Background: an optimization exercise with open tools, aiming at small area, a short achievable clock period and few clock cycles. Do not read the settings as production practice.
Where RTL was checked, it was by simulation tests only, not by an equivalence proof against the original.
Power figures rest on the tool's default switching activity, not on a simulated workload.

## run a
// xcpu
module xcpu (
    input  logic        clk,
    input  logic        rst,         
    input  logic        start,
    output logic        busy,
    output logic        mem_req,
    output logic        mem_we,
    output logic [7:0]  mem_addr,
    output logic [31:0] mem_wdata,
    input  logic        mem_ready,
    input  logic [31:0] mem_rdata,
    output logic        out_valid,
    output logic [31:0] out_data,
    input  logic        out_ready,
    input  logic [3:0]  dbg_sel,
    output logic [31:0] dbg_data,
    output logic [7:0]  flags
);
For scale: roughly 3700 cells after synthesis, ~580 flip-flops, ~160 I/O pins, ~36000 um2 of cells after synthesis.
Settings: LEC_CHECK=0, CAP_MARGIN=30, CORE_MARGIN=2, CORE_UTILIZATION=35, PLACE_DENSITY=0.5, SETUP_SLACK_MARGIN=4, SLEW_MARGIN=30; clock period 10.0 ns.
standard.sh (not shown) runs the stock make flow with config.mk's settings and CLKGATE_MAP_FILE= SYNTH_SCRIPT=/design/flow/synth_recipe.tcl, a recipe that flattens the netlist after the stock synthesis.
==> flow/flow/run.sh <==
#!/bin/bash
# The standard layout (standard.sh), with two changes to how it builds:
# the port buffers are buf_1 cells, and the clock tree uses clkbuf_4/8
# cells without dummy loads.
set -euo pipefail
export BUFFER_PORTS_ARGS="-buffer_cell sky130_fd_sc_hd__buf_1"
export CTS_ARGS="-sink_clustering_enable -repair_clock_nets -buf_list {sky130_fd_sc_hd__clkbuf_4 sky130_fd_sc_hd__clkbuf_8} -dont_use_dummy_load"
bash standard.sh > make_flow.log 2>&1
Testbench counts of run a, summed over its fixed seeds: cycles 36,233.
## Diff of input files: run b against run a
==> flow/flow/run.sh <==
#!/bin/bash
# The standard layout (standard.sh), with two changes to how it builds:
# the port buffers are buf_1 cells, and the clock tree uses clkbuf_8/16
# cells in clusters of up to 20 sinks, without dummy loads.
set -euo pipefail
export BUFFER_PORTS_ARGS="-buffer_cell sky130_fd_sc_hd__buf_1"
export CTS_ARGS="-sink_clustering_enable -repair_clock_nets -buf_list {sky130_fd_sc_hd__clkbuf_8 sky130_fd_sc_hd__clkbuf_16} -sink_clustering_size 20 -sink_clustering_max_diameter 60 -dont_use_dummy_load"
bash standard.sh > make_flow.log 2>&1
- Run b reached the end of the flow, and the finished layout is clean on the timing, DRC and antenna checks.
- Period utilization: run b vs run a up 0.50 points
- Summary of run b over run a: routed length on met1 closely matched the old numbers, clock share of power increased by 2.4 points relative to the old numbers.
- Detail-routed via count per cell: run b vs run a — no meaningful difference
- Side by side, final net count turned out lower in run b than in run a.
- Relative to run a, run b degrades area of all placed cells without fillers.
- Taking run a as the reference, in run b final standard cell utilization of the core went up by 0.33 points; post-layout total power picked up an extra about 3%; multi-input logic portion of the cell area lost 0.40 points.
- [run b] sequential share of layout area fell 0.30 points relative to run a


== v24 ==
Another version of the RTL of xcpu (not shown whole).
Size: roughly 3700 cells after synthesis, roughly 160 I/O pins, about 34000 um^2 of cells after synthesis.
Design xcpu, start of the top module:
module xcpu (
    input  logic        clk,
    input  logic        rst,         
    input  logic        start,
    output logic        busy,
    output logic        mem_req,
    output logic        mem_we,
    output logic [7:0]  mem_addr,
    output logic [31:0] mem_wdata,
    input  logic        mem_ready,
    input  logic [31:0] mem_rdata,
    output logic        out_valid,
    output logic [31:0] out_data,
    input  logic        out_ready,
    input  logic [3:0]  dbg_sel,
    output logic [31:0] dbg_data,
    output logic [7:0]  flags
);
export LEC_CHECK = 0
export CAP_MARGIN = 30
export CORE_MARGIN = 2
export CORE_UTILIZATION = 35
export PLACE_DENSITY = 0.5
export SETUP_SLACK_MARGIN = 4.5
export SLEW_MARGIN = 30
create_clock -name core_clock -period 10.0 [get_ports {clk}]
==> flow/flow/run.sh <==
#!/bin/bash
# The standard layout (standard.sh), with two changes to how it builds:
# the port buffers are buf_1 cells, and the clock tree uses clkbuf_4/8
# cells without dummy loads.
set -euo pipefail
export BUFFER_PORTS_ARGS="-buffer_cell sky130_fd_sc_hd__buf_1"
export CTS_ARGS="-sink_clustering_enable -repair_clock_nets -buf_list {sky130_fd_sc_hd__clkbuf_4 sky130_fd_sc_hd__clkbuf_8} -dont_use_dummy_load"
bash standard.sh > make_flow.log 2>&1
Per the final summary, v24 finished and its layout is clean on timing, DRC and antenna.
Here is what was changed in the inputs of v32 compared with v24.
==> flow/flow/run.sh <==
#!/bin/bash
# The standard layout (standard.sh), with two changes to how it builds:
# the port buffers are buf_1 cells, and the clock tree uses clkbuf_8/16
# cells without dummy loads.
set -euo pipefail
export BUFFER_PORTS_ARGS="-buffer_cell sky130_fd_sc_hd__buf_1"
export CTS_ARGS="-sink_clustering_enable -repair_clock_nets -buf_list {sky130_fd_sc_hd__clkbuf_8 sky130_fd_sc_hd__clkbuf_16} -sink_clustering_size 30 -sink_clustering_max_diameter 80 -dont_use_dummy_load"
bash standard.sh > make_flow.log 2>&1
-- flow/config.mk --
<<< v24, line 12
export SETUP_SLACK_MARGIN = 4.5
>>> v32, line 12
export SETUP_SLACK_MARGIN = 4
==> run summary <==
- Looking at number of cells after detailed placement, v32 sits about 0.6% above v24.
- Where detailed-route via count is concerned, v24 is outperformed by v32.
- Looking at uppermost layer routed, the met4 result is from v32; the met5 one comes from v24.
- Worst hold slack of v32 is on par with v24.
- There was hardly any difference in area after detailed placement between v24 and v32.
Function was not checked in any run of this note: the RTL went through the layout flow alone.


Setup of zinc:
xcpu, a different RTL version from the one above (not shown whole).
Size in the first run: about 3600 cells after synthesis, roughly 160 I/O pins, ~34000 um^2 of cells after synthesis.
Settings: LEC_CHECK=0, CAP_MARGIN=30, CORE_MARGIN=2, CORE_UTILIZATION=35, CTS_BUF_LIST=sky130_fd_sc_hd__clkbuf_4 sky130_fd_sc_hd__clkbuf_8, PLACE_DENSITY=0.5, SLEW_MARGIN=30; clock period 10.0 ns.
run.sh (not shown) runs the stock make flow with config.mk's settings and CLKGATE_MAP_FILE= SYNTH_SCRIPT=/design/flow/synth_recipe.tcl, a recipe that flattens the netlist after the stock synthesis.
Stock flow here: none of the scripts above is used.
### zinc -> sierra
Settings: SETUP_SLACK_MARGIN newly set to 3; CTS_BUF_LIST removed (was sky130_fd_sc_hd__clkbuf_4 sky130_fd_sc_hd__clkbuf_8).
### Flow results
sierra has completed all stages; timing, DRC and antenna checks passed.
Looking at sequential share of layout area, sierra sits 0.59 points below zinc.
When sierra is measured against zinc, its final worst-path cycle share turns out 10 points lower.
Of sierra and zinc, the lower share of total power in the clock network belongs to zinc.
Compared with zinc, sierra shows number of gates resized after cts higher by 56.
Summary: final area, sierra worse than zinc
No functional check of the RTL was part of any run of this note.

what the ideal ports hide:
The results above use ideal ports. As a check the final layouts listed here were re-extracted and re-timed, cells and wires unchanged. Step 1 (the two cells are an assumption about what drives the block):
set clk [get_ports {clk}]
set_driving_cell -lib_cell sky130_fd_sc_hd__clkbuf_16 $clk
set_driving_cell -lib_cell sky130_fd_sc_hd__buf_2 [delete_from_list [all_inputs] $clk]
Step 2 adds t to the input delays and takes it off the output delays; t is the mean of the earliest and latest rising clock arrival at the registers after step 1. Input paths then give back, and output paths get back, about the clock's delay inside the block. Three values: ideal, step 1, step 2; two values: the first two.
run	t (ns)	setup slack, ns	clock arrival spread, ns
run a	0.834	3.969 / 3.886 / 3.431	0.130 / 0.129
run b	0.698	3.919 / 3.829 / 3.442	0.083 / 0.083
v24	0.810	3.568 / 3.576 / 2.766	0.073 / 0.073
v32	0.682	3.583 / 3.610 / 2.927	0.085 / 0.085
zinc	0.828	1.869 / 1.828 / 1.075	0.064 / 0.065
sierra	0.701	2.889 / 2.847 / 2.313	0.039 / 0.039
After both steps setup and hold are still met in every run listed. For v24, which loses most, drivers alone change the setup slack by +0.008 ns; drivers and shift together by -0.802 ns.
